This is an optimization exercise on Yosys and OpenROAD, whose aim is small area, a short achievable clock period and few clock cycles per item, not a production implementation.
Where RTL was checked, it was by simulation tests only, not by an equivalence proof against the original.
Only the layout flow was run in run 1; the RTL was not checked for function there.
Power figures rest on the tool's default switching activity, not on a simulated workload.

==> design/flow/design.v <==
module eo_pktcipher (
    input  wire       clk,
    input  wire       rst,
    input  wire       start,
    input  wire       dec,
    input  wire [7:0] key,
    input  wire [6:0] len,
    output wire       ready,
    input  wire       in_valid,
    input  wire [7:0] in_byte,
    output wire       in_ready,
    output reg        out_valid,
    output reg  [7:0] out_byte
);
    function [14:0] keytab;
        input [6:0] h;
        begin
            case (h)
            7'd0: keytab = {7'd0, 8'd255};
            7'd1: keytab = {7'd85, 8'd85};
            7'd2: keytab = {7'd102, 8'd51};
            7'd3: keytab = {7'd91, 8'd36};
            7'd4: keytab = {7'd28, 8'd28};
            7'd5: keytab = {7'd81, 8'd23};
            7'd6: keytab = {7'd98, 8'd19};
            7'd7: keytab = {7'd119, 8'd17};
            7'd8: keytab = {7'd120, 8'd15};
            7'd9: keytab = {7'd13, 8'd13};
            7'd10: keytab = {7'd30, 8'd12};
            7'd11: keytab = {7'd83, 8'd11};
            7'd12: keytab = {7'd20, 8'd10};
            7'd13: keytab = {7'd9, 8'd9};
            7'd14: keytab = {7'd26, 8'd8};
            7'd15: keytab = {7'd111, 8'd8};
            7'd16: keytab = {7'd112, 8'd7};
            7'd17: keytab = {7'd69, 8'd7};
            7'd18: keytab = {7'd86, 8'd6};
            7'd19: keytab = {7'd75, 8'd6};
            7'd20: keytab = {7'd12, 8'd6};
            7'd21: keytab = {7'd65, 8'd5};
            7'd22: keytab = {7'd82, 8'd5};
            7'd23: keytab = {7'd103, 8'd5};
            7'd24: keytab = {7'd104, 8'd5};
            7'd25: keytab = {7'd125, 8'd5};
            7'd26: keytab = {7'd14, 8'd4};
            7'd27: keytab = {7'd67, 8'd4};
            7'd28: keytab = {7'd4, 8'd4};
            7'd29: keytab = {7'd121, 8'd4};
            7'd30: keytab = {7'd10, 8'd4};
            7'd31: keytab = {7'd95, 8'd4};
            7'd32: keytab = {7'd96, 8'd3};
            7'd33: keytab = {7'd53, 8'd3};
            7'd34: keytab = {7'd70, 8'd3};
            7'd35: keytab = {7'd59, 8'd3};
            7'd36: keytab = {7'd124, 8'd3};
            7'd37: keytab = {7'd49, 8'd3};
            7'd38: keytab = {7'd66, 8'd3};
            7'd39: keytab = {7'd87, 8'd3};
            7'd40: keytab = {7'd88, 8'd3};
            7'd41: keytab = {7'd109, 8'd3};
            7'd42: keytab = {7'd126, 8'd3};
            7'd43: keytab = {7'd51, 8'd2};
            7'd44: keytab = {7'd116, 8'd2};
            7'd45: keytab = {7'd105, 8'd2};
            7'd46: keytab = {7'd122, 8'd2};
            7'd47: keytab = {7'd79, 8'd2};
            7'd48: keytab = {7'd80, 8'd2};
            7'd49: keytab = {7'd37, 8'd2};
            7'd50: keytab = {7'd54, 8'd2};
            7'd51: keytab = {7'd43, 8'd2};
            7'd52: keytab = {7'd108, 8'd2};
            7'd53: keytab = {7'd33, 8'd2};
            7'd54: keytab = {7'd50, 8'd2};
            7'd55: keytab = {7'd71, 8'd2};
            7'd56: keytab = {7'd72, 8'd2};
            7'd57: keytab = {7'd93, 8'd2};
            7'd58: keytab = {7'd110, 8'd2};
            7'd59: keytab = {7'd35, 8'd2};
            7'd60: keytab = {7'd100, 8'd2};
            7'd61: keytab = {7'd89, 8'd2};
            7'd62: keytab = {7'd106, 8'd2};
            7'd63: keytab = {7'd63, 8'd2};
            7'd64: keytab = {7'd64, 8'd1};
            7'd65: keytab = {7'd21, 8'd1};
            7'd66: keytab = {7'd38, 8'd1};
            7'd67: keytab = {7'd27, 8'd1};
            7'd68: keytab = {7'd92, 8'd1};
            7'd69: keytab = {7'd17, 8'd1};
            7'd70: keytab = {7'd34, 8'd1};
            7'd71: keytab = {7'd55, 8'd1};
            7'd72: keytab = {7'd56, 8'd1};
            7'd73: keytab = {7'd77, 8'd1};
            7'd74: keytab = {7'd94, 8'd1};
            7'd75: keytab = {7'd19, 8'd1};
            7'd76: keytab = {7'd84, 8'd1};
            7'd77: keytab = {7'd73, 8'd1};
            7'd78: keytab = {7'd90, 8'd1};
            7'd79: keytab = {7'd47, 8'd1};
            7'd80: keytab = {7'd48, 8'd1};
            7'd81: keytab = {7'd5, 8'd1};
            7'd82: keytab = {7'd22, 8'd1};
            7'd83: keytab = {7'd11, 8'd1};
            7'd84: keytab = {7'd76, 8'd1};
            7'd85: keytab = {7'd1, 8'd1};
            7'd86: keytab = {7'd18, 8'd1};
            7'd87: keytab = {7'd39, 8'd1};
            7'd88: keytab = {7'd40, 8'd1};
            7'd89: keytab = {7'd61, 8'd1};
            7'd90: keytab = {7'd78, 8'd1};
            7'd91: keytab = {7'd3, 8'd1};
            7'd92: keytab = {7'd68, 8'd1};
            7'd93: keytab = {7'd57, 8'd1};
            7'd94: keytab = {7'd74, 8'd1};
            7'd95: keytab = {7'd31, 8'd1};
            7'd96: keytab = {7'd32, 8'd1};
            7'd97: keytab = {7'd117, 8'd1};
            7'd98: keytab = {7'd6, 8'd1};
            7'd99: keytab = {7'd123, 8'd1};
            7'd100: keytab = {7'd60, 8'd1};
            7'd101: keytab = {7'd113, 8'd1};
            7'd102: keytab = {7'd2, 8'd1};
            7'd103: keytab = {7'd23, 8'd1};
            7'd104: keytab = {7'd24, 8'd1};
            7'd105: keytab = {7'd45, 8'd1};
            7'd106: keytab = {7'd62, 8'd1};
            7'd107: keytab = {7'd115, 8'd1};
            7'd108: keytab = {7'd52, 8'd1};
            7'd109: keytab = {7'd41, 8'd1};
            7'd110: keytab = {7'd58, 8'd1};
            7'd111: keytab = {7'd15, 8'd1};
            7'd112: keytab = {7'd16, 8'd1};
            7'd113: keytab = {7'd101, 8'd1};
            7'd114: keytab = {7'd118, 8'd1};
            7'd115: keytab = {7'd107, 8'd1};
            7'd116: keytab = {7'd44, 8'd1};
            7'd117: keytab = {7'd97, 8'd1};
            7'd118: keytab = {7'd114, 8'd1};
            7'd119: keytab = {7'd7, 8'd1};
            7'd120: keytab = {7'd8, 8'd1};
            7'd121: keytab = {7'd29, 8'd1};
            7'd122: keytab = {7'd46, 8'd1};
            7'd123: keytab = {7'd99, 8'd1};
            7'd124: keytab = {7'd36, 8'd1};
            7'd125: keytab = {7'd25, 8'd1};
            7'd126: keytab = {7'd42, 8'd1};
            7'd127: keytab = {7'd127, 8'd1};
            endcase
        end
    endfunction
    function [3:0] ffs8;
        input [7:0] v;
        begin
            ffs8[3] = |v;
            ffs8[2] = ~|v[3:0];
            ffs8[1] = ffs8[2] ? ~|v[5:4] : ~|v[1:0];
            ffs8[0] = ffs8[2] ? (ffs8[1] ? ~v[6] : ~v[4]) : (ffs8[1] ? ~v[2] : ~v[0]);
        end
    endfunction
    function [3:0] fls8;
        input [7:0] v;
        begin
            fls8[3] = |v;
            fls8[2] = |v[7:4];
            fls8[1] = fls8[2] ? |v[7:6] : |v[3:2];
            fls8[0] = fls8[2] ? (fls8[1] ? v[7] : v[5]) : (fls8[1] ? v[3] : v[1]);
        end
    endfunction
    function [7:0] abv8;         
        input [2:0] i;
        abv8 = 8'hFE << i;
    endfunction
    function [7:0] blw8;         
        input [2:0] i;
        blw8 = ~(8'hFF << i);
    endfunction
    function [7:0] dec8;
        input [2:0] i;
        dec8 = 8'h01 << i;
    endfunction
    function [7:0] grp;          
        input [63:0] z;
        input [2:0]  g;
        case (g)
            3'd0:    grp = z[7:0];
            3'd1:    grp = z[15:8];
            3'd2:    grp = z[23:16];
            3'd3:    grp = z[31:24];
            3'd4:    grp = z[39:32];
            3'd5:    grp = z[47:40];
            3'd6:    grp = z[55:48];
            default: grp = z[63:56];
        endcase
    endfunction
    function [7:0] search1;
        input        up;
        input [63:0] z;
        input [5:0]  p;
        input [5:0]  m;
        reg   [7:0]  any, zg, near, fwd, bwd;
        reg   [2:0]  gp, po, gs;
        reg   [3:0]  t0, t1, t2;
        integer      i;
        begin
            gp = p[5:3];
            po = p[2:0];
            for (i = 0; i < 8; i = i + 1)
                any[i] = (|z[8*i +: 8]) | (m[5:3] == i);
            zg   = grp(z, gp) | (m[5:3] == gp ? dec8(m[2:0]) : 8'd0);
            near = zg & (up ? abv8(po) : blw8(po));
            fwd  = any & (up ? abv8(gp) : blw8(gp));
            bwd  = any & (up ? blw8(gp) : abv8(gp));
            t0 = up ? ffs8(near) : fls8(near);
            t1 = up ? ffs8(fwd)  : fls8(fwd);
            t2 = up ? ffs8(bwd)  : fls8(bwd);
            gs = t1[3] ? t1[2:0] : t2[3] ? t2[2:0] : gp;
            search1 = {t0, gs, (m[5:3] == gs)};
        end
    endfunction
    reg [7:0]  mem [0:63];
    reg [63:0] flg;
    reg       rst_q;
    reg       ready_r, in_ready_r;
    reg       acc_q, xv_q;
    reg [7:0] key_q, byte_q;
    reg [6:0] len_q;
    reg       dec_q;
    assign ready    = ready_r;
    assign in_ready = in_ready_r;
    reg        ld_v;             
    reg [6:0]  ld_base, ld_n, ld_cnt;
    reg        ld_dec, ld_byp, ld_b0ff, ld_tog;
    reg [5:0]  ld_wlo, ld_whi;
    reg [6:0]  wptr;             
    reg [6:0]  p_inv, p_tm;
    reg [7:0]  p_lim;
    reg        p_knz;
    reg        pd_v;
    reg [6:0]  pd_base, pd_n;
    reg        pd_dec, pd_byp;
    reg [6:0]  o_rem, o_plo;
    reg [5:0]  o_phi;
    reg        o_tog, o_inter, o_swap;
    reg [6:0]  o_end;
    reg [5:0]  o_bm1;
    reg [6:0]  fp;               
    wire [6:0] b_eff   = acc_q ? wptr  : ld_base;
    wire [6:0] n_eff   = acc_q ? len_q : ld_n;
    wire       dec_eff = acc_q ? dec_q : ld_dec;
    wire [6:0] t_eff   = acc_q ? 7'd0  : (ld_cnt + {6'd0, xv_q});    
    wire [6:0] rem     = n_eff - t_eff;                              
    wire       rem_gt1 = (rem > 7'd1);
    wire       rem_gt0 = (rem != 7'd0);
    reg  [6:0] rbq, rwq;
    wire [6:0] rb      = acc_q ? rwq : rbq;
    wire [6:0] s_cur   = rb + t_eff;
    wire [6:0] s_nxt   = rb + t_eff + 7'd1;
    wire [6:0] s_end   = rb + n_eff - 7'd1;
    wire       ok_cur  = dec_eff ? (t_eff == 7'd0 ? !rb[6] : !s_end[6]) : !s_cur[6];
    wire       ok_nxt  = dec_eff ? !s_end[6] : !s_nxt[6];
    wire       ok_new  = !rwq[6];
    wire       ld_done = ld_v && (ld_cnt == ld_n);
    wire       pop     = pd_v && (o_rem == 7'd0);
    wire       ld_mv   = ld_done && (!pd_v || pop);
    wire       ld_v_d  = acc_q || (ld_v && !ld_mv);
    wire       pd_v_d  = ld_mv || (pd_v && !pop);
    wire       room    = !(ld_v_d && pd_v_d) && !rst_q;
    wire       acc_now  = start && ready_r;
    wire       xfer_now = in_valid && in_ready_r;
    always @(posedge clk) begin
        key_q  <= key;
        len_q  <= len;
        dec_q  <= dec;
        byte_q <= in_byte;
        rst_q  <= rst;
        rbq    <= b_eff - fp;
        rwq    <= wptr - fp;
        if (rst) begin
            ready_r    <= 1'b1;
            in_ready_r <= 1'b0;
            acc_q      <= 1'b0;
            xv_q       <= 1'b0;
        end else begin
            acc_q <= acc_now;
            xv_q  <= xfer_now;
            if (acc_now)
                in_ready_r <= ok_new && !rst_q;
            else if (xfer_now)
                in_ready_r <= rem_gt1 && ok_nxt;
            else
                in_ready_r <= rem_gt0 && ok_cur && !rst_q;
            ready_r <= !acc_now && room && !rem_gt1 && !(rem_gt0 && !xfer_now);
        end
    end
    wire       use_hi = ld_dec && ld_tog;
    wire [5:0] wslot  = use_hi ? ld_whi : ld_wlo;
    wire [7:0] bx     = byte_q ^ {ld_dec, 7'd0};
    wire [7:0] prod   = bx * {p_inv, 1'b1};
    wire [7:0] kodd = key_q[0] ? key_q :
                      key_q[1] ? {1'd0, key_q[7:1]} :
                      key_q[2] ? {2'd0, key_q[7:2]} :
                      key_q[3] ? {3'd0, key_q[7:3]} :
                      key_q[4] ? {4'd0, key_q[7:4]} :
                      key_q[5] ? {5'd0, key_q[7:5]} :
                      key_q[6] ? {6'd0, key_q[7:6]} : {7'd0, key_q[7]};
    wire [6:0] ktm  = key_q[0] ? 7'h00 : key_q[1] ? 7'h01 : key_q[2] ? 7'h03 :
                      key_q[3] ? 7'h07 : key_q[4] ? 7'h0f : key_q[5] ? 7'h1f :
                      key_q[6] ? 7'h3f : 7'h7f;
    wire [14:0] ktab = keytab(kodd[7:1]);
    reg        w2_v, w2_lz;
    reg [5:0]  w2_slot;
    reg [7:0]  w2_byte, w2_prod;
    always @(posedge clk) begin
        if (acc_q) begin
            p_inv <= ktab[14:8];
            p_lim <= ktab[7:0];
            p_tm  <= ktm;
            p_knz <= |key_q;
        end
        w2_slot <= wslot;
        w2_byte <= byte_q;
        w2_prod <= prod;
        w2_lz   <= p_knz && ((bx & {1'b0, p_tm}) == 8'd0);
        if (w2_v) begin
            mem[w2_slot] <= w2_byte;
            flg[w2_slot] <= w2_lz && (w2_prod <= p_lim);
        end
        if (rst_q) begin
            w2_v    <= 1'b0;
            ld_v    <= 1'b0;
            ld_n    <= 7'd0;
            ld_cnt  <= 7'd0;
            wptr    <= 7'd0;
            pd_v    <= 1'b0;
        end else begin
            w2_v <= xv_q;
            if (acc_q) begin
                ld_base <= wptr;
                ld_n    <= len_q;
                ld_dec  <= dec_q;
                ld_cnt  <= 7'd0;
                ld_byp  <= (len_q <= 7'd2);
                ld_tog  <= 1'b0;
                ld_wlo  <= wptr[5:0];
                ld_whi  <= wptr[5:0] + len_q[5:0] - 6'd1;
                wptr    <= wptr + len_q;
            end else if (xv_q) begin
                ld_cnt <= ld_cnt + 7'd1;
                ld_tog <= ld_tog ^ ld_dec;
                if (use_hi)
                    ld_whi <= ld_whi - 6'd1;
                else
                    ld_wlo <= ld_wlo + 6'd1;
                if (ld_cnt == 7'd0)
                    ld_b0ff <= (byte_q == 8'hFF);
                if (ld_cnt == 7'd1 && ld_b0ff && byte_q == 8'hFF)
                    ld_byp <= 1'b1;
            end
            ld_v <= ld_v_d;
            pd_v <= pd_v_d;
            if (ld_mv) begin
                pd_base <= ld_base;
                pd_n    <= ld_n;
                pd_dec  <= ld_dec;
                pd_byp  <= ld_byp;
            end
        end
    end
    reg        s1_v, s1_swp;
    reg [5:0]  s1_p;
    wire       o_hi   = o_inter && o_tog;
    wire       o_idle = (o_rem == 7'd0);
    wire [6:0] p0 = o_idle ? pd_base : o_hi ? {1'b0, o_phi} : o_plo;
    wire       f0 = (o_idle ? !pd_byp : o_swap) && flg[p0[5:0]];
    always @(posedge clk) begin
        if (rst_q)
            fp <= 7'd0;
        else if (!o_idle) begin
            if (o_rem == 7'd1)
                fp <= o_end;
            else if (!o_hi && !f0)
                fp <= o_plo;
        end else if (pop) begin
            if (pd_n == 7'd1)
                fp <= pd_base + 7'd1;
            else if (!f0)
                fp <= pd_base;
        end
        if (rst_q) begin
            o_rem <= 7'd0;
            s1_v  <= 1'b0;
        end else if (!o_idle) begin
            s1_v    <= 1'b1;
            s1_p    <= p0[5:0];
            s1_swp  <= f0;
            if (o_hi)
                o_phi <= o_phi - 6'd1;
            else
                o_plo <= o_plo + 7'd1;
            o_tog <= o_tog ^ o_inter;
            o_rem <= o_rem - 7'd1;
        end else if (pop) begin
            s1_v    <= 1'b1;
            s1_p    <= p0[5:0];
            s1_swp  <= f0;
            o_rem   <= pd_n - 7'd1;
            o_plo   <= pd_base + 7'd1;
            o_phi   <= pd_base[5:0] + pd_n[5:0] - 6'd1;
            o_inter <= (pd_dec == pd_byp);
            o_tog   <= (pd_dec == pd_byp);
            o_swap  <= !pd_byp;
            o_end   <= pd_base + pd_n;
            o_bm1   <= pd_base[5:0] - 6'd1;
        end else begin
            s1_v <= 1'b0;
        end
    end
    wire [5:0] p1     = s1_p;
    wire [7:0] su     = search1(1'b1, ~flg, p1, o_end[5:0]);
    wire [7:0] sd     = search1(1'b0, ~flg, p1, o_bm1);
    reg        s2_v, s2_swp, s2_flip;
    reg [5:0]  s2_p;
    reg [7:0]  s2_su, s2_sd;
    reg [2:0]  s2_mu, s2_md;
    always @(posedge clk) begin
        s2_p    <= p1;
        s2_swp  <= s1_swp;
        s2_flip <= o_swap;
        s2_su   <= su;
        s2_sd   <= sd;
        s2_mu   <= o_end[2:0];
        s2_md   <= o_bm1[2:0];
        if (rst_q)
            s2_v <= 1'b0;
        else
            s2_v <= s1_v;
    end
    wire [7:0] zu  = grp(~flg, s2_su[3:1]) | (s2_su[0] ? dec8(s2_mu) : 8'd0);
    wire [7:0] zd  = grp(~flg, s2_sd[3:1]) | (s2_sd[0] ? dec8(s2_md) : 8'd0);
    wire [3:0] fu  = ffs8(zu);
    wire [3:0] fd  = fls8(zd);
    wire [5:0] xu  = s2_su[7] ? {s2_p[5:3], s2_su[6:4]} : {s2_su[3:1], fu[2:0]};
    wire [5:0] xd  = s2_sd[7] ? {s2_p[5:3], s2_sd[6:4]} : {s2_sd[3:1], fd[2:0]};
    reg        s3_v, s3_flip;
    reg [5:0]  s3_rd, s3_rdn;    
    wire [5:0] rd2 = s2_swp ? (xu + xd - s2_p) : s2_p;
    always @(posedge clk) begin
        s3_rd   <= rd2;
        s3_rdn  <= ~rd2;
        s3_flip <= s2_flip;
        if (rst_q)
            s3_v <= 1'b0;
        else
            s3_v <= s2_v;
    end
    wire [7:0] rd_lo = mem[s3_rd];
    wire [7:0] rd_hi = mem[~s3_rdn];
    reg  [7:0] s4_byte;
    reg        s4_v;
    always @(posedge clk) begin
        s4_byte[3:0] <= rd_lo[3:0];
        s4_byte[7:4] <= rd_hi[7:4] ^ {s3_flip, 3'd0};
        s4_v         <= s3_v && !rst && !rst_q;
        out_byte     <= s4_byte;
        out_valid    <= s4_v && !rst;
    end
endmodule
==> design/flow/flow/run.sh <==
#!/bin/bash
# Layout flow: the standard ORFS flow (standard synthesis included), with
# the port buffers inserted at placement made buf_4 cells instead of the
# default pick. Each tool's output goes to the ORFS logs under orfs/logs/;
# make's own output is kept in flow_make.log.
set -euo pipefail
export BUFFER_PORTS_ARGS="-buffer_cell sky130_fd_sc_hd__buf_4"
bash standard.sh > flow_make.log 2>&1
==> design/flow/standard.sh <==
#!/bin/bash
# synth_recipe.tcl (not shown) runs the flow's synth.tcl, then flattens the netlist and writes it again
# the make line also repeats each setting of config.mk as NAME=value (left out here)
make -C /OpenROAD-flow-scripts/flow DESIGN_CONFIG=/design/flow/config.mk WORK_HOME=/design/flow/orfs CLKGATE_MAP_FILE= SYNTH_SCRIPT=/design/flow/synth_recipe.tcl "${@:-finish}"
==> design/flow/config.mk <==
export PLATFORM = sky130hd
export DESIGN_NAME = eo_pktcipher
export DESIGN_NICKNAME = eo_pktcipher
export VERILOG_FILES = /design/flow/design.v
export SDC_FILE = /design/flow/constraint.sdc
export NUM_CORES = 4
export LEC_CHECK = 0
export CAP_MARGIN = 20
export CORE_MARGIN = 2
export CORE_UTILIZATION = 40
export PLACE_DENSITY = 0.6
export SLEW_MARGIN = 20
==> design/flow/constraint.sdc <==
create_clock -name core_clock -period 15.0 [get_ports {clk}]
set_input_delay 3.0000 -clock core_clock [delete_from_list [all_inputs] [get_ports {clk}]]
set_output_delay 3.0000 -clock core_clock [all_outputs]
set_load 0.01 [all_outputs]
==> results of run 1 <==
## worst max-delay path: cells and delay by family, from the launching register on
kind | cells | cell delay, ns
adders and majority gates | 1 | 0.20
DFF | 1 | 0.35
AOI/OAI and AO/OA | 7 | 2.51
and+or+nand+nor | 2 | 1.09
muxes | 1 | 0.08
buffers and inverters | 2 | 0.27
## cell usage after synthesis, types with 8 or more instances
cell,instances
edfxtp_1,674
nor2b_1,29
a2111oi_0,11
nand4_1,30
nand3_1,64
nand2b_1,23
nor3_1,42
o22ai_1,22
mux2i_1,69
a211oi_1,26
a21oi_1,123
nor2_1,241
dfxtp_1,167
o21a_1,9
xor2_1,52
inv_1,183
and3_1,25
clkbuf_1,108
nand3b_1,12
fa_1,25
o221ai_1,11
a21o_1,23
and2_1,17
buf_1,27
o211ai_1,12
nand2_1,196
mux2_2,41
o21ai_1,8
or2_2,11
mux4_2,176
or3_1,12
ha_1,120
o21bai_1,10
o21ai_0,198
xnor2_1,93
nor3b_1,11
## sequential cells by signal, indices dropped and copies added (netlist names), 8 cells and up
signal    count
s4_byte       8
w2_prod       8
s2_su         8
s2_sd         8
flg          64
p_lim         8
byte_q        8
out_byte      8
mem         512
key_q         8
## where the power goes
| group | leakage [nW] | internal [mW] | switching (mW) |
|---|---|---|---|
| Combinational | 6.68 | 1.25 | 1.50 |
| Sequential | 7.49 | 2.73 | 0.311 |
| Clock | 1.46 | 1.28 | 0.970 |
## area by class of cell
class / instances / area (um2)
Clock buffer: 127 / 2520
Tap cell: 1298 / 1620
Sequential cell: 841 / 23600
Inverter: 188 / 711
Multi-Input combinational cell: 1872 / 15400
Clock inverter: 43 / 514
Fill cell: 8856 / 55100
Antenna cell: 1 / 2.50
Timing Repair Buffer: 66 / 495
## per-layer routing
layer	vias to the layer above	wire, um
li1	11500	-
met1	12700	46000
met2	1000	49500
met3	210	7820
met4	2	3240
met5	-	19
## worst max path at each step
stage | startpoint | endpoint | slack (ns)
after floorplan | acc_q | in_ready_r | 10.68
after global placement | o_rem[0] | fp[1] | 10.45
after detailed placement | o_rem[0] | fp[1] | 10.45
after CTS | o_rem[0] | fp[1] | 10.44
after global routing | o_rem[0] | fp[1] | 10.01
final | o_rem[0] | fp[1] | 10.35
## kinds of logic after synthesis
kind of cell,synth area share
XOR/XNOR,0.0321
buffers and inverters,0.0318
flip-flops,0.585
multiplexers,0.127
AND/OR/NAND/NOR,0.0866
adder cells (fa/ha/maj),0.0497
AO/OA/AOI/OAI,0.0876
## through the flow
| stage | utilization | cell area [um2] |
|---|---|---|
| final | 0.449 | 44900 |
| after global routing | 0.449 | 44900 |
| after CTS | 0.449 | 44900 |
| after detailed placement | 0.419 | 41900 |
| after global placement | 0.419 | 41900 |
| after floorplan | - | 40300 |
==> impl_metrics.csv, run 1 <==
group,metric,value,unit
power_and_ir_drop,power.density,179,mW/mm2
routing,drc,0,
synth,netlist_top_cells_area,"edfxtp_1 (50%), mux4_2 (9.8%), dfxtp_1 (8.3%), ha_1 (3.7%), o21ai_0 (2.5%)",
worst_setup_path,cpMostUsedCell,"a2111oi_0",
worst_hold_path,min_to,"out_byte[6]",
worst_setup_path,r2r_start,"o_rem[0]",
layout,layout-drive-gt1-share,0.151,
worst_setup_path,cp_slowest_cell,"o21ai_2",
global_routing,grtUsageMet1,0.291,
routing,finalWirelength,107000,um
timing,whs,0.326,ns
floorplanning,num_rows,116,
layout,nets,3232,
worst_hold_path,hp-class,"reg -> reg",
global_routing,grt_max_degree,74,
clock_network,post_cts_buffers,0,
worst_setup_path,reg2reg_setup_slack,10.35,ns
synth,synth_fp_nets,3219,
routing,vias,25400,
clock_network,cts_hold_buf,0,
global_routing,antenna_found_initial,3,
synth,synth_flop_cell,"edfxtp_1",
clock_network,clk_pin_slew,0.06,ns
layout,fin_cells,4436,
power_and_ir_drop,max-vdd-ir-drop,106,uV
routing,drtIter0Drc,2997,
synth,yosysSeqAreaShare,0.585,
timing,finalCritPeriodShare,0.310,
global_routing,grt_overflow,0,
worst_setup_path,worst_ep_required_time,15.52,ns
global_routing,gr-usage-met2,0.326,
global_routing,track_usage,0.206,
layout,area_growth,11.5,%
clock_network,clock_path_buffers,3,
timing,max_freq,215,MHz
routing,wire_per_inst,24.0,um
routing,dr.pass1.iters,6,
timing,min_period,4.65,ns
timing,drv_slew,0,
worst_hold_path,min_from,"s4_byte[6]",
timing,finalSetupTns,0,ns
routing,ant_nets,0,
floorplanning,start_util,0.403,
global_routing,grt_pass1_wl,160000,um
clock_network,clock-root-buffer,"clkbuf_16",
worst_setup_path,crit_path_cell_trace,"inv_1 > ha_1 > or4b_1 > o21ai_2 > nand2_2 > clkinv_4 > mux2i_1 > a2111oi_0 > a2111oi_0 > o211a_1 > a221o_1 > o22ai_1 > a21oi_1",
global_routing,use_met3,0.0340,
run_status,status,"complete, no violations",
floorplanning,ios,39,
timing,grt_setup_unrepaired,"no",
power_and_ir_drop,p_leak,15.6,nW
synth,yosysUniqueCellTypes,91,
placement,place_congestion,0.895,
global_routing,first_global_vias,24800,
placement,port_buffers,38,
synth,avgSynthCellArea,13.2,um2
layout,layout_common_cells,"edfxtp_1 (674), nor2_1 (240), o21ai_0 (198)",
synth,synth_top_area_share,0.502,
synth,synth.largest_area_cell,"edfxtp_1",
floorplanning,core_area,0.100,mm2
clock_network,clk_latency,0.69,ns
placement,place_inst,4265,
worst_setup_path,start_kind,"flip-flop",
timing,final-setup-viol-count,0,
clock_network,htreeDepth,3,
global_routing,top_usage_layer,"met2",
timing,setup_ws,10.35,ns
worst_setup_path,rr_endpoint,"fp[1]",
synth,async_flop_share,0,
clock_network,tritoncts,"built",
worst_hold_path,whs_path_depth,0,
placement,dp_hpwl,70400,um
worst_setup_path,crit_arrival,5.16,ns
floorplanning,die_area,0.103,mm2
synth,synth_edf_count,674,
synth,yosys_register_bits,841,
clock_network,cts-buffers-inserted,90,
worst_setup_path,critical_path.max_stage_delay,0.79,ns
power_and_ir_drop,p_total,8.03,mW
flow_run,drv_cap,0,
floorplanning,die_w,321,um
synth,synth_area,0.0403,mm2
synth,netlist_instances,3046,
worst_setup_path,worst_r2r_path_depth,13,
routing,viasPerCell,5.73,
timing,relSlewSlack,0.263,
worst_setup_path,crit_type,"reg -> reg",
timing,hold_violations,0,
synth,ys_warn_count,1,
worst_setup_path,cp-end-kind,"flip-flop",
clock_network,clkSinkCount,841,
floorplanning,die_y,321,um
placement,dp_slack,10.45,ns
timing,worstMarginPinSlew,1.10,ns
clock_network,cts_resized,0,
worst_setup_path,worstPathMaxFanout,24,
layout,final_common_cell,"edfxtp_1",
timing,clock_skew,0.0477,ns
==> run 2: changes to the inputs <==
--- a/design/flow/design.v
+++ b/design/flow/design.v
@@ -365,33 +365,27 @@
             end
         end
     end
-    reg        s1_v, s1_swp;
+    reg        s1_v;
     reg [5:0]  s1_p;
     wire       o_hi   = o_inter && o_tog;
     wire       o_idle = (o_rem == 7'd0);
-    wire [6:0] p0 = o_idle ? pd_base : o_hi ? {1'b0, o_phi} : o_plo;
-    wire       f0 = (o_idle ? !pd_byp : o_swap) && flg[p0[5:0]];
+    wire       flo = o_swap && flg[o_plo[5:0]];
     always @(posedge clk) begin
         if (rst_q)
             fp <= 7'd0;
         else if (!o_idle) begin
             if (o_rem == 7'd1)
                 fp <= o_end;
-            else if (!o_hi && !f0)
+            else if (!o_hi && !flo)
                 fp <= o_plo;
-        end else if (pop) begin
-            if (pd_n == 7'd1)
-                fp <= pd_base + 7'd1;
-            else if (!f0)
-                fp <= pd_base;
-        end
+        end else if (pop && pd_n == 7'd1)
+            fp <= pd_base + 7'd1;
         if (rst_q) begin
             o_rem <= 7'd0;
             s1_v  <= 1'b0;
         end else if (!o_idle) begin
             s1_v    <= 1'b1;
-            s1_p    <= p0[5:0];
-            s1_swp  <= f0;
+            s1_p    <= o_hi ? o_phi : o_plo[5:0];
             if (o_hi)
                 o_phi <= o_phi - 6'd1;
             else
@@ -400,8 +394,7 @@
             o_rem <= o_rem - 7'd1;
         end else if (pop) begin
             s1_v    <= 1'b1;
-            s1_p    <= p0[5:0];
-            s1_swp  <= f0;
+            s1_p    <= pd_base[5:0];
             o_rem   <= pd_n - 7'd1;
             o_plo   <= pd_base + 7'd1;
             o_phi   <= pd_base[5:0] + pd_n[5:0] - 6'd1;
@@ -423,7 +416,7 @@
     reg [2:0]  s2_mu, s2_md;
     always @(posedge clk) begin
         s2_p    <= p1;
-        s2_swp  <= s1_swp;
+        s2_swp  <= o_swap && flg[p1];
         s2_flip <= o_swap;
         s2_su   <= su;
         s2_sd   <= sd;
--- a/design/flow/config.mk
+++ b/design/flow/config.mk
@@ -7,6 +7,6 @@
 export LEC_CHECK = 0
 export CAP_MARGIN = 20
 export CORE_MARGIN = 2
-export CORE_UTILIZATION = 40
-export PLACE_DENSITY = 0.6
+export CORE_UTILIZATION = 60
+export PLACE_DENSITY = 0.72
 export SLEW_MARGIN = 20
==> impl_metrics.csv, run 2 <==
group,metric,value,unit
run_status,status,"complete, no violations",
power_and_ir_drop,power.density,176,mW/mm2
layout,fin_cells,3907,
global_routing,antenna_found_initial,0,
floorplanning,core_area,0.0673,mm2
layout,largest_reg_flops,512,
synth,synth.largest_area_cell,"edfxtp_1",
clock_network,htreeDepth,3,
worst_setup_path,cp-endpoint,"s3_rd[5]",
floorplanning,start_util,0.606,
worst_setup_path,crit_arrival,4.85,ns
global_routing,first_global_vias,26100,
layout,nets,3136,
synth,synth_area,0.0408,mm2
timing,hold_violations,0,
timing,finalSetupTns,0,ns
synth,synth.most_common_cell,"edfxtp_1",
clock_network,tritoncts,"built",
routing,drc,0,
routing,vias,26000,
placement,dp_hpwl,69900,um
timing,clock_skew,0.0296,ns
routing,drtIter0Drc,3164,
synth,yosys_register_bits,840,
placement,port_buffers,38,
floorplanning,ios,39,
layout,regMostFlops,"mem",
timing,worstMarginPinSlew,1.21,ns
synth,netlist_top_cells_area,"edfxtp_1 (50%), mux4_2 (12%), dfxtp_1 (8.2%), ha_1 (3.7%), nor2_1 (2.0%)",
clock_network,cts_hold_buf,0,
flow_run,drv_cap,0,
global_routing,track_usage,0.308,
floorplanning,num_rows,95,
worst_setup_path,worstSetupStartpoint,"s2_sd[3]",
worst_setup_path,r2r_start,"s2_sd[3]",
placement,place_inst,3749,
worst_setup_path,reg2reg_setup_slack,10.67,ns
synth,avgSynthCellArea,13.8,um2
timing,grt_setup_unrepaired,"no",
layout,n_antenna_cell,0,
timing,max_freq,231,MHz
layout,biggestRegsByFlops,"mem (512), flg (64)",
clock_network,clock_path_buffers,3,
floorplanning,die_w,265,um
synth,synth_fp_nets,3128,
timing,relSlewSlack,0.192,
floorplanning,die_area,0.0701,mm2
routing,dr.pass1.iters,6,
clock_network,clk_pin_slew,0.06,ns
power_and_ir_drop,p_leak,15.8,nW
power_and_ir_drop,p_total,7.90,mW
clock_network,cts_resized,0,
clock_network,post_cts_buffers,0,
worst_setup_path,rr_endpoint,"s3_rd[5]",
worst_setup_path,worstPathMaxFanout,19,
synth,async_flop_share,0,
timing,min_period,4.33,ns
routing,finalWirelength,107000,um
layout,fill_cells,4684,
global_routing,grt_overflow,0,
layout,final_common_cell,"edfxtp_1",
worst_setup_path,crit_type,"reg -> reg",
global_routing,grt_max_degree,74,
global_routing,grt_pass1_wl,162000,um
synth,synth_top_area_share,0.496,
routing,viasPerCell,6.65,
worst_setup_path,cp-end-kind,"flip-flop",
layout,area_growth,9.85,%
clock_network,clock-root-buffer,"clkbuf_16",
timing,finalCritPeriodShare,0.289,
synth,netlist_instances,2955,
synth,synthTopCellsByCount,"edfxtp_1 (673), nor2_1 (220), mux4_2 (218)",
layout,layout-drive-gt1-share,0.166,
routing,ant_nets,0,
synth,synth_edf_count,673,
layout,layout_common_cells,"edfxtp_1 (673), nor2_1 (220), mux4_2 (218)",
timing,final-setup-viol-count,0,
placement,place_congestion,0.994,
worst_setup_path,start_kind,"flip-flop",
synth,yosysUniqueCellTypes,81,
worst_setup_path,worst_r2r_path_depth,14,
synth,ys_warn_count,1,
synth,yosysSeqAreaShare,0.578,
synth,synth_flop_cell,"edfxtp_1",
floorplanning,die_y,265,um
worst_setup_path,worst_ep_required_time,15.52,ns
clock_network,cts-buffers-inserted,85,
clock_network,clkSinkCount,840,
power_and_ir_drop,max-vdd-ir-drop,145,uV
timing,drv_slew,0,
worst_hold_path,hp-class,"reg -> reg",
clock_network,clk_latency,0.64,ns
routing,wire_per_inst,27.3,um
run 2: how the worst min path moves through the flow:
stage                           from           to  slack (ns)  cells past startpoint
after detailed placement  s4_byte[2]  out_byte[2]        0.31                      0
after global routing      s4_byte[0]  out_byte[0]        0.34                      0
after floorplan           s4_byte[0]  out_byte[0]        0.31                      0
after CTS                    s2_flip      s3_flip        0.33                      0
after global placement       s2_flip      s3_flip        0.31                      0
final                        s2_flip      s3_flip        0.33                      0
run 2: critical path, stage by stage, from the launching register on:
cell and delay, ns:
dfxtp_1 0.83, nand2b_1 0.32, o22ai_1 0.12, a221o_1 0.32, a31oi_1 0.25, a31oi_1 0.14, a21oi_1 0.34, fa_1 0.53
ha_1 0.30, a21o_1 0.17, a21oi_1 0.23, o21bai_1 0.10, a21oi_1 0.17, xnor2_1 0.10, mux2_2 0.28
run 2: per-stage QoR:
step	utilization	setup WS, ns	area [um2]	hold slack (ns)
2_1_floorplan	-	10.60	40800	0.310
6_report	0.666	10.67	44800	0.325
3_3_place_gp	0.622	10.89	41900	0.314
4_1_cts	0.666	10.82	44800	0.325
5_1_grt	0.666	10.52	44800	0.343
3_5_place_dp	0.623	10.82	41900	0.312
run 2: cell families (layout without fill, tap and decap cells):
logic type      count (synthesis)  after routing  synth area share
simple gates                  722            722            0.0863
buf+inv                       335            414            0.0318
xor+xnor                      124            124            0.0270
mux                           330            330             0.150
flops                         840            840             0.578
compound gates                459            459            0.0779
fa+ha+maj                     145            145            0.0491
run 2: power breakdown:
| part | switching (mW) | internal, mW |
|---|---|---|
| registers | 0.310 | 2.71 |
| clock network | 0.909 | 1.30 |
| logic | 1.39 | 1.28 |
| total | 2.61 | 5.29 |
run 2: area by class of cell:
cell class	count	area (um2)	share of cell area
clock buffer	109	2330	0.0520
inverter	179	672	0.0150
sequential	840	23600	0.526
multi-input combinational	1780	16000	0.356
tap	873	1090	0.0244
clock inverter	49	582	0.0130
timing repair buffer	77	578	0.0129
run 2: layer usage:
metal | routed length (um) | vias up | global-route usage | part of all wire
met5 | 0 | - | 0 | 0
met4 | 3690 | 0 | 0.108 | 0.035
met3 | 9420 | 217 | 0.0592 | 0.088
met2 | 51200 | 1320 | 0.500 | 0.48
met1 | 42300 | 13200 | 0.421 | 0.40
li1 | - | 11300 | - | -
Testbench counts of run 2, summed over its fixed seeds: cycles 45,961, bytes 34,425.
==> run 3: changes to the inputs <==
--- a/design/flow/config.mk
+++ b/design/flow/config.mk
@@ -7,6 +7,6 @@
 export LEC_CHECK = 0
 export CAP_MARGIN = 20
 export CORE_MARGIN = 2
-export CORE_UTILIZATION = 60
-export PLACE_DENSITY = 0.72
+export CORE_UTILIZATION = 40
+export PLACE_DENSITY = 0.6
 export SLEW_MARGIN = 20
==> impl_metrics.csv, run 3 <==
group,metric,value,unit
synth,synth_area,0.0408,mm2
floorplanning,core_area,0.101,mm2
routing,viasPerCell,5.76,
timing,max_freq,232,MHz
worst_setup_path,worst_r2r_path_depth,14,
synth,netlist_top_cells_area,"edfxtp_1 (50%), mux4_2 (12%), dfxtp_1 (8.2%), ha_1 (3.7%), nor2_1 (2.0%)",
worst_setup_path,cp-end-kind,"flip-flop",
timing,clock_skew,0.0395,ns
timing,hold_violations,0,
global_routing,grt_overflow,0,
routing,dr.pass1.iters,5,
placement,dp_slack,10.74,ns
placement,port_buffers,38,
routing,ant_nets,0,
worst_setup_path,worst_ep_required_time,15.53,ns
synth,synth_flop_cell,"edfxtp_1",
worst_hold_path,hp-class,"reg -> reg",
timing,finalSetupTns,0,ns
clock_network,clkSinkCount,840,
clock_network,tritoncts,"built",
placement,place_congestion,0.900,
worst_setup_path,reg2reg_setup_slack,10.69,ns
clock_network,clk_latency,0.68,ns
placement,dp_hpwl,73300,um
synth,async_flop_share,0,
worst_setup_path,worstPathMaxFanout,23,
timing,worstMarginPinSlew,1.11,ns
worst_setup_path,crit_type,"reg -> reg",
clock_network,clock_path_buffers,3,
clock_network,clock-root-buffer,"clkbuf_16",
clock_network,clk_pin_slew,0.06,ns
clock_network,cts-buffers-inserted,91,
worst_setup_path,crit_arrival,4.85,ns
layout,nets,3142,
synth,yosys_register_bits,840,
layout,regMostFlops,"mem",
synth,netlist_instances,2955,
clock_network,cts_hold_buf,0,
routing,vias,25400,
worst_setup_path,rr_endpoint,"s3_rd[5]",
synth,yosysSeqAreaShare,0.578,
worst_setup_path,r2r_start,"s2_su[1]",
synth,synth.most_common_cell,"edfxtp_1",
layout,final_common_cell,"edfxtp_1",
timing,final-setup-viol-count,0,
synth,avgSynthCellArea,13.8,um2
global_routing,grt_pass1_wl,164000,um
floorplanning,die_area,0.105,mm2
synth,synth_fp_nets,3128,
timing,relSlewSlack,0.260,
synth,yosysUniqueCellTypes,81,
timing,finalCritPeriodShare,0.288,
layout,area_growth,11.7,%
floorplanning,num_rows,117,
power_and_ir_drop,p_total,7.95,mW
synth,synth.largest_area_cell,"edfxtp_1",
synth,synthTopCellsByCount,"edfxtp_1 (673), nor2_1 (220), mux4_2 (218)",
power_and_ir_drop,power.density,174,mW/mm2
synth,synth_top_area_share,0.496,
power_and_ir_drop,max-vdd-ir-drop,151,uV
flow_run,drv_cap,0,
routing,drc,0,
worst_setup_path,start_kind,"flip-flop",
floorplanning,die_w,323,um
clock_network,cts_resized,0,
timing,grt_setup_unrepaired,"no",
global_routing,antenna_found_initial,2,
layout,layout-drive-gt1-share,0.171,
layout,largest_reg_flops,512,
run_status,status,"complete, no violations",
power_and_ir_drop,p_leak,15.9,nW
floorplanning,start_util,0.402,
global_routing,grt_max_degree,69,
clock_network,post_cts_buffers,0,
timing,setup_ws,10.69,ns
floorplanning,ios,39,
timing,drv_slew,0,
routing,finalWirelength,108000,um
layout,layout_common_cells,"edfxtp_1 (673), nor2_1 (219), mux4_2 (218)",
timing,min_period,4.31,ns
global_routing,first_global_vias,25700,
layout,n_antenna_cell,0,
routing,drtIter0Drc,2601,
floorplanning,die_y,323,um
placement,place_inst,4244,
worst_setup_path,worstSetupStartpoint,"s2_su[1]",
routing,wire_per_inst,24.6,um
clock_network,htreeDepth,3,
layout,biggestRegsByFlops,"mem (512), flg (64)",
global_routing,track_usage,0.209,
worst_setup_path,cp-endpoint,"s3_rd[5]",
synth,synth_edf_count,673,
placement,placed_area,0.0425,mm2
synth,ys_warn_count,1,
layout,final_cell_area,0.0456,mm2
layout,fin_cells,4413,
## run 3: cells by family after synthesis
| kind of cell | count (synthesis) | synth area share |
|---|---|---|
| flops | 840 | 0.578 |
| buf+inv | 335 | 0.0318 |
| simple gates | 722 | 0.0863 |
| compound gates | 459 | 0.0779 |
| xor+xnor | 124 | 0.0270 |
| mux | 330 | 0.150 |
| fa+ha+maj | 145 | 0.0491 |
## run 3: how the worst min path moves through the flow
stage	start	to	slack (ns)	depth (start not counted)
3_3_place_gp	s4_byte[2]	out_byte[2]	0.31	0
5_1_grt	s4_byte[6]	out_byte[6]	0.34	0
3_5_place_dp	s4_byte[0]	out_byte[0]	0.32	0
6_report	s4_byte[0]	out_byte[0]	0.33	0
4_1_cts	s4_byte[0]	out_byte[0]	0.33	0
2_1_floorplan	s4_byte[0]	out_byte[0]	0.31	0
## run 3: through the flow
| step | hold WS (ns) | utilization |
|---|---|---|
| 4_1_cts | 0.333 | 0.449 |
| 3_5_place_dp | 0.319 | 0.419 |
| 6_report | 0.329 | 0.449 |
| 5_1_grt | 0.338 | 0.449 |
| 2_1_floorplan | 0.310 | - |
| 3_3_place_gp | 0.313 | 0.419 |
## run 3: metal layers
metal  share of wire  track usage  vias to the layer above
met5               0            0                        -
met4           0.027       0.0625                        0
met3           0.069       0.0378                      183
met2            0.48        0.341                     1026
met1            0.42        0.285                    12900
li1                -            -                    11300
## run 3: final cells by class
| cell class | count | area [um2] |
|---|---|---|
| clock inverter | 53 | 591 |
| multi-input combinational | 1780 | 16000 |
| sequential | 840 | 23600 |
| fill | 8905 | 55900 |
| clock buffer | 116 | 2460 |
| tap | 1368 | 1710 |
| inverter | 179 | 672 |
| timing repair buffer | 77 | 578 |
## run 3: worst max-delay path, stage by stage, from the launching register on
cell and delay (ns):
dfxtp_1 1.01, mux4_2 0.61, mux2i_1 0.23, a31oi_1 0.10
nand2_1 0.11, nand2_1 0.06, a22o_1 0.23, fa_1 0.56
ha_1 0.25, a21o_1 0.18, a21oi_1 0.23, o21bai_1 0.10
a21oi_1 0.17, xnor2_1 0.09, mux2_2 0.27
## run 3: power breakdown
part           leakage, nW  switching, mW  total [mW]  internal [mW]
combinational         6.87           1.38        2.66           1.28
sequential            7.47          0.308        3.02           2.71
clock                 1.51          0.952        2.26           1.31
total                 15.9           2.64        7.95           5.31
==> run 4: changes to the inputs <==
--- a/design/flow/design.v
+++ b/design/flow/design.v
@@ -228,10 +228,10 @@
     assign in_ready = in_ready_r;
     reg        ld_v;             
     reg [6:0]  ld_base, ld_n, ld_cnt;
-    reg        ld_dec, ld_byp, ld_b0ff, ld_tog;
-    reg [5:0]  ld_wlo, ld_whi;
+    reg        ld_dec, ld_byp, ld_b0ff;
     reg [6:0]  wptr;             
-    reg [6:0]  p_inv, p_tm;
+    reg [6:0]  p_inv;
+    reg [2:0]  p_t;
     reg [7:0]  p_lim;
     reg        p_knz;
     reg        pd_v;
@@ -291,8 +291,10 @@
             ready_r <= !acc_now && room && !rem_gt1 && !(rem_gt0 && !xfer_now);
         end
     end
-    wire       use_hi = ld_dec && ld_tog;
-    wire [5:0] wslot  = use_hi ? ld_whi : ld_wlo;
+    wire [5:0] whalf  = ld_cnt[6:1];
+    wire [5:0] woff   = !ld_dec ? ld_cnt[5:0] :
+                        ld_cnt[0] ? ld_n[5:0] - 6'd1 - whalf : whalf;
+    wire [5:0] wslot  = ld_base[5:0] + woff;
     wire [7:0] bx     = byte_q ^ {ld_dec, 7'd0};
     wire [7:0] prod   = bx * {p_inv, 1'b1};
     wire [7:0] kodd = key_q[0] ? key_q :
@@ -302,9 +304,10 @@
                       key_q[4] ? {4'd0, key_q[7:4]} :
                       key_q[5] ? {5'd0, key_q[7:5]} :
                       key_q[6] ? {6'd0, key_q[7:6]} : {7'd0, key_q[7]};
-    wire [6:0] ktm  = key_q[0] ? 7'h00 : key_q[1] ? 7'h01 : key_q[2] ? 7'h03 :
-                      key_q[3] ? 7'h07 : key_q[4] ? 7'h0f : key_q[5] ? 7'h1f :
-                      key_q[6] ? 7'h3f : 7'h7f;
+    wire [2:0] kt   = key_q[0] ? 3'd0 : key_q[1] ? 3'd1 : key_q[2] ? 3'd2 :
+                      key_q[3] ? 3'd3 : key_q[4] ? 3'd4 : key_q[5] ? 3'd5 :
+                      key_q[6] ? 3'd6 : 3'd7;
+    wire [7:0] p_tm = ~(8'hFF << p_t);       
     wire [14:0] ktab = keytab(kodd[7:1]);
     reg        w2_v, w2_lz;
     reg [5:0]  w2_slot;
@@ -313,13 +316,13 @@
         if (acc_q) begin
             p_inv <= ktab[14:8];
             p_lim <= ktab[7:0];
-            p_tm  <= ktm;
+            p_t   <= kt;
             p_knz <= |key_q;
         end
         w2_slot <= wslot;
         w2_byte <= byte_q;
         w2_prod <= prod;
-        w2_lz   <= p_knz && ((bx & {1'b0, p_tm}) == 8'd0);
+        w2_lz   <= p_knz && ((bx & p_tm) == 8'd0);
         if (w2_v) begin
             mem[w2_slot] <= w2_byte;
             flg[w2_slot] <= w2_lz && (w2_prod <= p_lim);
@@ -339,17 +342,9 @@
                 ld_dec  <= dec_q;
                 ld_cnt  <= 7'd0;
                 ld_byp  <= (len_q <= 7'd2);
-                ld_tog  <= 1'b0;
-                ld_wlo  <= wptr[5:0];
-                ld_whi  <= wptr[5:0] + len_q[5:0] - 6'd1;
                 wptr    <= wptr + len_q;
             end else if (xv_q) begin
                 ld_cnt <= ld_cnt + 7'd1;
-                ld_tog <= ld_tog ^ ld_dec;
-                if (use_hi)
-                    ld_whi <= ld_whi - 6'd1;
-                else
-                    ld_wlo <= ld_wlo + 6'd1;
                 if (ld_cnt == 7'd0)
                     ld_b0ff <= (byte_q == 8'hFF);
                 if (ld_cnt == 7'd1 && ld_b0ff && byte_q == 8'hFF)
@@ -433,27 +428,40 @@
     wire [3:0] fd  = fls8(zd);
     wire [5:0] xu  = s2_su[7] ? {s2_p[5:3], s2_su[6:4]} : {s2_su[3:1], fu[2:0]};
     wire [5:0] xd  = s2_sd[7] ? {s2_p[5:3], s2_sd[6:4]} : {s2_sd[3:1], fd[2:0]};
-    reg        s3_v, s3_flip;
-    reg [5:0]  s3_rd, s3_rdn;    
-    wire [5:0] rd2 = s2_swp ? (xu + xd - s2_p) : s2_p;
+    reg        s3_v, s3_swp, s3_flip;
+    reg [5:0]  s3_p, s3_xu, s3_xd;
     always @(posedge clk) begin
-        s3_rd   <= rd2;
-        s3_rdn  <= ~rd2;
+        s3_p    <= s2_p;
+        s3_xu   <= xu;
+        s3_xd   <= xd;
+        s3_swp  <= s2_swp;
         s3_flip <= s2_flip;
         if (rst_q)
             s3_v <= 1'b0;
         else
             s3_v <= s2_v;
     end
-    wire [7:0] rd_lo = mem[s3_rd];
-    wire [7:0] rd_hi = mem[~s3_rdn];
-    reg  [7:0] s4_byte;
-    reg        s4_v;
-    always @(posedge clk) begin
-        s4_byte[3:0] <= rd_lo[3:0];
-        s4_byte[7:4] <= rd_hi[7:4] ^ {s3_flip, 3'd0};
-        s4_v         <= s3_v && !rst && !rst_q;
-        out_byte     <= s4_byte;
-        out_valid    <= s4_v && !rst;
+    reg        s4_v, s4_flip;
+    reg [5:0]  s4_rd, s4_rdn;    
+    wire [5:0] rd3 = s3_swp ? (s3_xu + s3_xd - s3_p) : s3_p;
+    always @(posedge clk) begin
+        s4_rd   <= rd3;
+        s4_rdn  <= ~rd3;
+        s4_flip <= s3_flip;
+        if (rst_q)
+            s4_v <= 1'b0;
+        else
+            s4_v <= s3_v;
+    end
+    wire [7:0] rd_lo = mem[s4_rd];
+    wire [7:0] rd_hi = mem[~s4_rdn];
+    reg  [7:0] s5_byte;
+    reg        s5_v;
+    always @(posedge clk) begin
+        s5_byte[3:0] <= rd_lo[3:0];
+        s5_byte[7:4] <= rd_hi[7:4] ^ {s4_flip, 3'd0};
+        s5_v         <= s4_v && !rst && !rst_q;
+        out_byte     <= s5_byte;
+        out_valid    <= s5_v && !rst;
     end
 endmodule
==> impl_metrics.csv, run 4 <==
group,metric,value,unit
placement,place_congestion,0.896,
synth,synth_top_family_by_area,"multiplexers",
clock_network,cts-buffers-inserted,89,
worst_setup_path,rr_endpoint,"in_ready_r",
clock_network,cts_hold_buf,0,
routing,wl_met2,49400,um
timing,clock_skew,0.0429,ns
floorplanning,die_area,0.104,mm2
worst_setup_path,reg2reg_setup_slack,11.08,ns
synth,yosysUniqueCellTypes,80,
clock_network,clock-root-buffer,"clkbuf_16",
worst_setup_path,crit_path_cell_trace,"buf_4",
floorplanning,die_y,322,um
routing,wire_per_inst,23.9,um
layout,biggestRegsByFlops,"mem (512), flg (64)",
synth,ys_warn_count,1,
synth,netlist_instances,2919,
clock_network,htreeDepth,3,
worst_setup_path,worst_r2r_path_depth,13,
floorplanning,die_w,322,um
timing,setup_ws,10.82,ns
synth,synth_compound_area_frac,0.0767,
routing,drtIter0Drc,2554,
timing,max_freq,239,MHz
routing,viasPerCell,5.81,
placement,dp_slack,10.77,ns
placement,placed_area,0.0420,mm2
worst_setup_path,worst_ep_required_time,12.00,ns
synth,synth_flop_cell,"edfxtp_1",
timing,relSlewSlack,0.247,
synth,muxShareOfSynthArea,0.153,
clock_network,clock_path_buffers,3,
timing,min_period,4.18,ns
timing,drv_slew,0,
routing,drt-met1-wl,43300,um
layout,final_common_cell,"edfxtp_1",
synth,synth.most_common_cell,"edfxtp_1",
worst_setup_path,worstPathMaxFanout,4,
timing,final-setup-viol-count,0,
global_routing,first_global_vias,25400,
synth,synth.largest_area_cell,"edfxtp_1",
floorplanning,ios,39,
placement,place_inst,4132,
layout,largest_reg_flops,512,
routing,drc,0,
synth,synth_fp_nets,3090,
global_routing,track_usage,0.200,
global_routing,grt_pass1_wl,158000,um
synth,yosys_register_bits,844,
layout,final_cell_area,0.0450,mm2
worst_setup_path,crit_family,"flip-flops",
floorplanning,num_rows,116,
layout,n_antenna_cell,0,
timing,worstMarginPinSlew,1.13,ns
placement,dp_hpwl,68300,um
routing,dr_wl_met3,7300,um
synth,synth_xor_area_frac,0.0294,
timing,finalCritPeriodShare,0.279,
global_routing,antenna_found_initial,0,
routing,top_layer_used,"met4",
worst_setup_path,r2r_start,"ld_cnt[0]",
clock_network,clk_latency,0.67,ns
synth,async_flop_share,0,
worst_setup_path,crit_arrival,1.18,ns
synth,synth_fa_ha_area_frac,0.0487,
worst_setup_path,critical_path.max_stage_delay,0.38,ns
layout,regMostFlops,"mem",
layout,fin_cells,4300,
run_status,status,"complete, no violations",
clock_network,clk_pin_slew,0.06,ns
clock_network,clkSinkCount,844,
power_and_ir_drop,max-vdd-ir-drop,130,uV
worst_setup_path,cp.buffers_inverters,1,
layout,nets,3096,
worst_setup_path,cp-end-kind,"primary output",
synth,synthSimpleGateAreaFrac,0.0817,
synth,yosysSeqAreaShare,0.580,
synth,synthTopCellsByCount,"edfxtp_1 (656), nor2_1 (244), mux4_2 (214)",
synth,avgSynthCellArea,13.8,um2
flow_run,drv_cap,0,
layout,layout_common_cells,"edfxtp_1 (656), nor2_1 (244), mux4_2 (214)",
clock_network,cts_resized,0,
power_and_ir_drop,power.density,179,mW/mm2
layout,area_growth,11.3,%
worst_setup_path,start_kind,"flip-flop",
synth,synth_edf_count,656,
power_and_ir_drop,p_total,8.04,mW
power_and_ir_drop,p_leak,15.8,nW
worst_hold_path,min_from,"s2_swp",
placement,port_buffers,38,
clock_network,post_cts_buffers,0,
worst_hold_path,hp-class,"reg -> reg",
routing,finalWirelength,103000,um
synth,synth_area,0.0404,mm2
clock_network,tritoncts,"built",
timing,hold_violations,0,
layout,final_util,0.449,
timing,finalSetupTns,0,ns
floorplanning,core_area,0.100,mm2
timing,whs,0.324,ns
global_routing,grt_max_degree,70,
timing,grt_setup_unrepaired,"no",
routing,dr.pass1.iters,6,
layout,layout-drive-gt1-share,0.167,
routing,ant_nets,0,
synth,netlist_top_cells_area,"edfxtp_1 (49%), mux4_2 (12%), dfxtp_1 (9.3%), ha_1 (3.7%), nor2_1 (2.3%)",
worst_setup_path,cp_slowest_cell,"dfxtp_1",
floorplanning,start_util,0.404,
routing,vias,25000,
global_routing,grt_overflow,0,
worst_setup_path,crit_type,"reg -> out",
synth,synth_top_area_share,0.487,
worst_hold_path,whs_path_depth,0,
worst_hold_path,min_to,"s3_swp",
## run 4: worst max path at each step
stage / from / depth (start not counted) / slack, ns / endpoint
2_1_floorplan: acc_q / 14 / 10.99 / in_ready_r
3_3_place_gp: start / 7 / 10.74 / in_ready_r
3_5_place_dp: start / 7 / 10.77 / in_ready_r
4_1_cts: ready_r / 1 / 10.75 / ready
5_1_grt: ready_r / 1 / 10.75 / ready
6_report: in_ready_r / 1 / 10.82 / in_ready
## run 4: kinds of logic (layout without fill, tap and decap cells)
kind of cell | count (synthesis) | after routing
AO/OA/AOI/OAI | 455 | 455
XOR/XNOR | 134 | 134
adder cells (fa/ha/maj) | 143 | 143
buffers and inverters | 315 | 398
flip-flops | 844 | 844
multiplexers | 334 | 334
AND/OR/NAND/NOR | 694 | 694
## run 4: area by class of cell
class                   count  area, um2
clock buffers             122       2550
clock inverters            46        474
fillers                  8909      55200
inverters                 166        623
multi-input cells        1760      15700
flip-flops and latches    844      23500
well taps                1298       1620
repair buffers             64        480
## run 4: where the power goes
group          leakage (nW)  internal (mW)  total [mW]  switching, mW
sequential             7.49           2.75        3.10          0.347
clock                  1.47           1.29        2.25          0.960
combinational          6.81           1.28        2.69           1.41
total                  15.8           5.32        8.04           2.72
## run 4: metal layers
metal	up-vias	global-route usage
li1	11100	-
met1	12700	0.272
met2	989	0.326
met3	180	0.0323
met4	0	0.0666
met5	-	0
Testbench counts of run 4, summed over its fixed seeds: cycles 45,969, bytes 34,425.
==> run 5: changes to the inputs <==
==> design/flow/flow/run.sh (replaced) <==
#!/bin/bash
# Layout flow: the standard ORFS flow (standard synthesis included), with
#  - the port buffers inserted at placement made buf_4 cells instead of the
#    default pick, and
#  - clock tree synthesis without dummy load cells.
# Each tool's output goes to the ORFS logs under orfs/logs/; make's own output
# is kept in flow_make.log.
set -euo pipefail
export BUFFER_PORTS_ARGS="-buffer_cell sky130_fd_sc_hd__buf_4"
export CTS_ARGS="-sink_clustering_enable -repair_clock_nets -dont_use_dummy_load"
bash standard.sh > flow_make.log 2>&1
--- a/design/flow/config.mk
+++ b/design/flow/config.mk
@@ -7,6 +7,6 @@
 export LEC_CHECK = 0
 export CAP_MARGIN = 20
 export CORE_MARGIN = 2
-export CORE_UTILIZATION = 40
-export PLACE_DENSITY = 0.6
+export CORE_UTILIZATION = 60
+export PLACE_DENSITY = 0.72
 export SLEW_MARGIN = 20
==> impl_metrics.csv, run 5 <==
group,metric,value,unit
layout,fin_cells,3790,
synth,yosysSeqAreaShare,0.580,
timing,grt_setup_unrepaired,"no",
floorplanning,die_w,264,um
routing,wire_per_inst,26.6,um
layout,layout-drive-gt1-share,0.152,
worst_setup_path,crit_type,"reg -> out",
worst_setup_path,cp.buffers_inverters,1,
clock_network,htreeDepth,3,
floorplanning,start_util,0.604,
routing,ant_nets,0,
worst_setup_path,crit_family,"flip-flops",
layout,nets,3090,
routing,viasPerCell,6.70,
clock_network,clk_latency,0.64,ns
worst_setup_path,cp-end-kind,"primary output",
clock_network,cts-buffers-inserted,85,
layout,largest_reg_flops,512,
run_status,status,"complete, no violations",
synth,netlist_top_cells_area,"edfxtp_1 (49%), mux4_2 (12%), dfxtp_1 (9.3%), ha_1 (3.7%), nor2_1 (2.3%)",
routing,drtIter0Drc,3280,
synth,synth_area,0.0404,mm2
routing,vias,25400,
timing,relSlewSlack,0.157,
layout,final_common_cell,"edfxtp_1",
worst_setup_path,start_kind,"flip-flop",
synth,netlist_instances,2919,
routing,drc,0,
clock_network,cts_resized,0,
timing,clock_skew,0.0786,ns
layout,biggestRegsByFlops,"mem (512), flg (64)",
worst_setup_path,critical_path.max_stage_delay,0.37,ns
routing,finalWirelength,101000,um
placement,place_inst,3705,
timing,hold_violations,0,
power_and_ir_drop,power.density,174,mW/mm2
global_routing,antenna_found_initial,4,
synth,async_flop_share,0,
timing,min_period,4.11,ns
synth,yosys_register_bits,844,
placement,port_buffers,38,
layout,regMostFlops,"mem",
flow_run,drv_cap,0,
worst_hold_path,hp-class,"reg -> reg",
floorplanning,die_area,0.0695,mm2
layout,area_growth,7.74,%
clock_network,cts_hold_buf,0,
worst_setup_path,worst_ep_required_time,12.00,ns
synth,synth.largest_area_cell,"edfxtp_1",
clock_network,tritoncts,"built",
clock_network,clock-root-buffer,"clkbuf_16",
routing,dr.pass1.iters,7,
global_routing,first_global_vias,25000,
power_and_ir_drop,max-vdd-ir-drop,85.5,uV
synth,synthTopCellsByCount,"edfxtp_1 (656), nor2_1 (244), mux4_2 (214)",
timing,finalSetupTns,0,ns
timing,finalCritPeriodShare,0.274,
floorplanning,num_rows,95,
worst_setup_path,crit_path_cell_trace,"buf_4",
global_routing,track_usage,0.293,
power_and_ir_drop,p_leak,15.3,nW
floorplanning,ios,39,
synth,synth_edf_count,656,
synth,synth_fp_nets,3090,
worst_setup_path,worstPathMaxFanout,4,
synth,synth_flop_cell,"edfxtp_1",
worst_setup_path,crit_arrival,1.11,ns
timing,final-setup-viol-count,0,
placement,place_congestion,0.972,
worst_setup_path,cp_slowest_cell,"dfxtp_1",
global_routing,grt_overflow,0,
placement,dp_hpwl,66900,um
floorplanning,die_y,264,um
timing,max_freq,243,MHz
timing,worstMarginPinSlew,1.26,ns
synth,synth_top_area_share,0.487,
timing,drv_slew,0,
layout,n_antenna_cell,0,
layout,layout_common_cells,"edfxtp_1 (656), nor2_1 (244), mux4_2 (214)",
synth,yosysUniqueCellTypes,80,
synth,synth.most_common_cell,"edfxtp_1",
global_routing,grt_pass1_wl,155000,um
clock_network,clock_path_buffers,3,
floorplanning,core_area,0.0669,mm2
clock_network,clkSinkCount,844,
layout,fill_cells,4686,
global_routing,grt_max_degree,70,
clock_network,clk_pin_slew,0.05,ns
clock_network,post_cts_buffers,0,
synth,avgSynthCellArea,13.8,um2
synth,ys_warn_count,1,
## run 5: changes by cell type in the layout (fill, tap and decap cells not counted), sizes merged
cell | before | now
clkbuf | 122 | 85
clkinvlp | 7 | 0
buf | 64 | 62
bufinv | 5 | 0
inv | 173 | 165
clkinv | 27 | 1
## run 5: layout make-up
cell class	instances	area, um2	share of cell area
multi-input combinational	1760	15700	0.361
inverter	166	623	0.0143
clock buffer	85	2130	0.0488
timing repair buffer	62	465	0.0107
sequential	844	23500	0.540
tap	873	1090	0.0251
## run 5: power by group
group	internal (mW)	switching (mW)
clock network	0.990	0.791
registers	2.75	0.363
logic	1.27	1.41
## run 5: through the flow
step                cell area, um2  setup slack, ns  power, mW  utilization  hold slack (ns)
floorplan                    40400            10.99       5.01            -            0.310
detailed placement           41400            10.83       5.80        0.619            0.312
global route                 43600            10.82       7.93        0.651            0.330
finish                       43600            10.89       7.58        0.651            0.324
global placement             41400            10.79       5.74        0.619            0.311
CTS                          43500            10.86       7.58        0.651            0.325
## run 5: logic make-up after synthesis
family | Yosys count | share of synthesized area
adder cells (fa/ha/maj) | 143 | 0.0487
buffers and inverters | 315 | 0.0303
XOR/XNOR | 134 | 0.0294
multiplexers | 334 | 0.153
AO/OA/AOI/OAI | 455 | 0.0767
AND/OR/NAND/NOR | 694 | 0.0817
flip-flops | 844 | 0.580
## run 5: path summary, 6_finish.rpt
| path | from | end | slack [ns] | depth (start not counted) |
|---|---|---|---|---|
| worst max-delay path | in_ready_r | in_ready | 10.89 | 1 |
| worst min-delay path | s2_p[2] | s3_p[2] | 0.32 | 0 |
| worst max register to register | ld_cnt[0] | in_ready_r | 11.14 | 13 |
| worst min register to register | s2_p[2] | s3_p[2] | 0.32 | 0 |
## run 5: metal layers
| layer | routed length (um) | part of all wire | vias up | GRT usage |
|---|---|---|---|---|
| met1 | 41600 | 0.41 | 12800 | 0.425 |
| li1 | - | - | 11100 | - |
| met5 | 21 | 0.00021 | - | 0 |
| met2 | 46800 | 0.46 | 1328 | 0.457 |
| met3 | 9490 | 0.094 | 223 | 0.0543 |
| met4 | 2880 | 0.029 | 4 | 0.0874 |

==> static timing again, ports no longer ideal <==
The results above use ideal ports. As a check the final layouts listed here were re-extracted and re-timed, cells and wires unchanged.
Step 1 assumes that a clkbuf_16 drives the clock port and a buf_2 every other input.
Step 2 also shifts input and output timing later by t, the mid clock arrival at the registers, as if the neighbouring blocks saw the same clock.
Slacks: ideal / step 1 / step 2; pairs: ideal / step 1.
| run | shift t [ns] | setup WS [ns] | hold slack, ns | worst setup path after step 2 | latest minus earliest clock arrival (ns) |
|---|---|---|---|---|---|
| run 1 | 0.729 | 10.354 / 10.354 / 10.354 | 0.326 / 0.326 / 0.326 | register to register | 0.050 / 0.050 |
| run 2 | 0.697 | 10.668 / 10.668 / 10.668 | 0.325 / 0.325 / 0.325 | register to register | 0.039 / 0.039 |
| run 3 | 0.725 | 10.686 / 10.686 / 10.686 | 0.329 / 0.329 / 0.329 | register to register | 0.046 / 0.046 |
| run 4 | 0.730 | 10.818 / 10.744 / 10.644 | 0.324 / 0.324 / 0.324 | input to register | 0.061 / 0.061 |
| run 5 | 0.672 | 10.885 / 10.818 / 10.761 | 0.324 / 0.324 / 0.324 | input to register | 0.082 / 0.082 |
After both steps setup and hold are still met in every run listed. The setup slack of run 4, which loses most, moves by -0.074 ns with the drivers and by -0.174 ns with both steps.
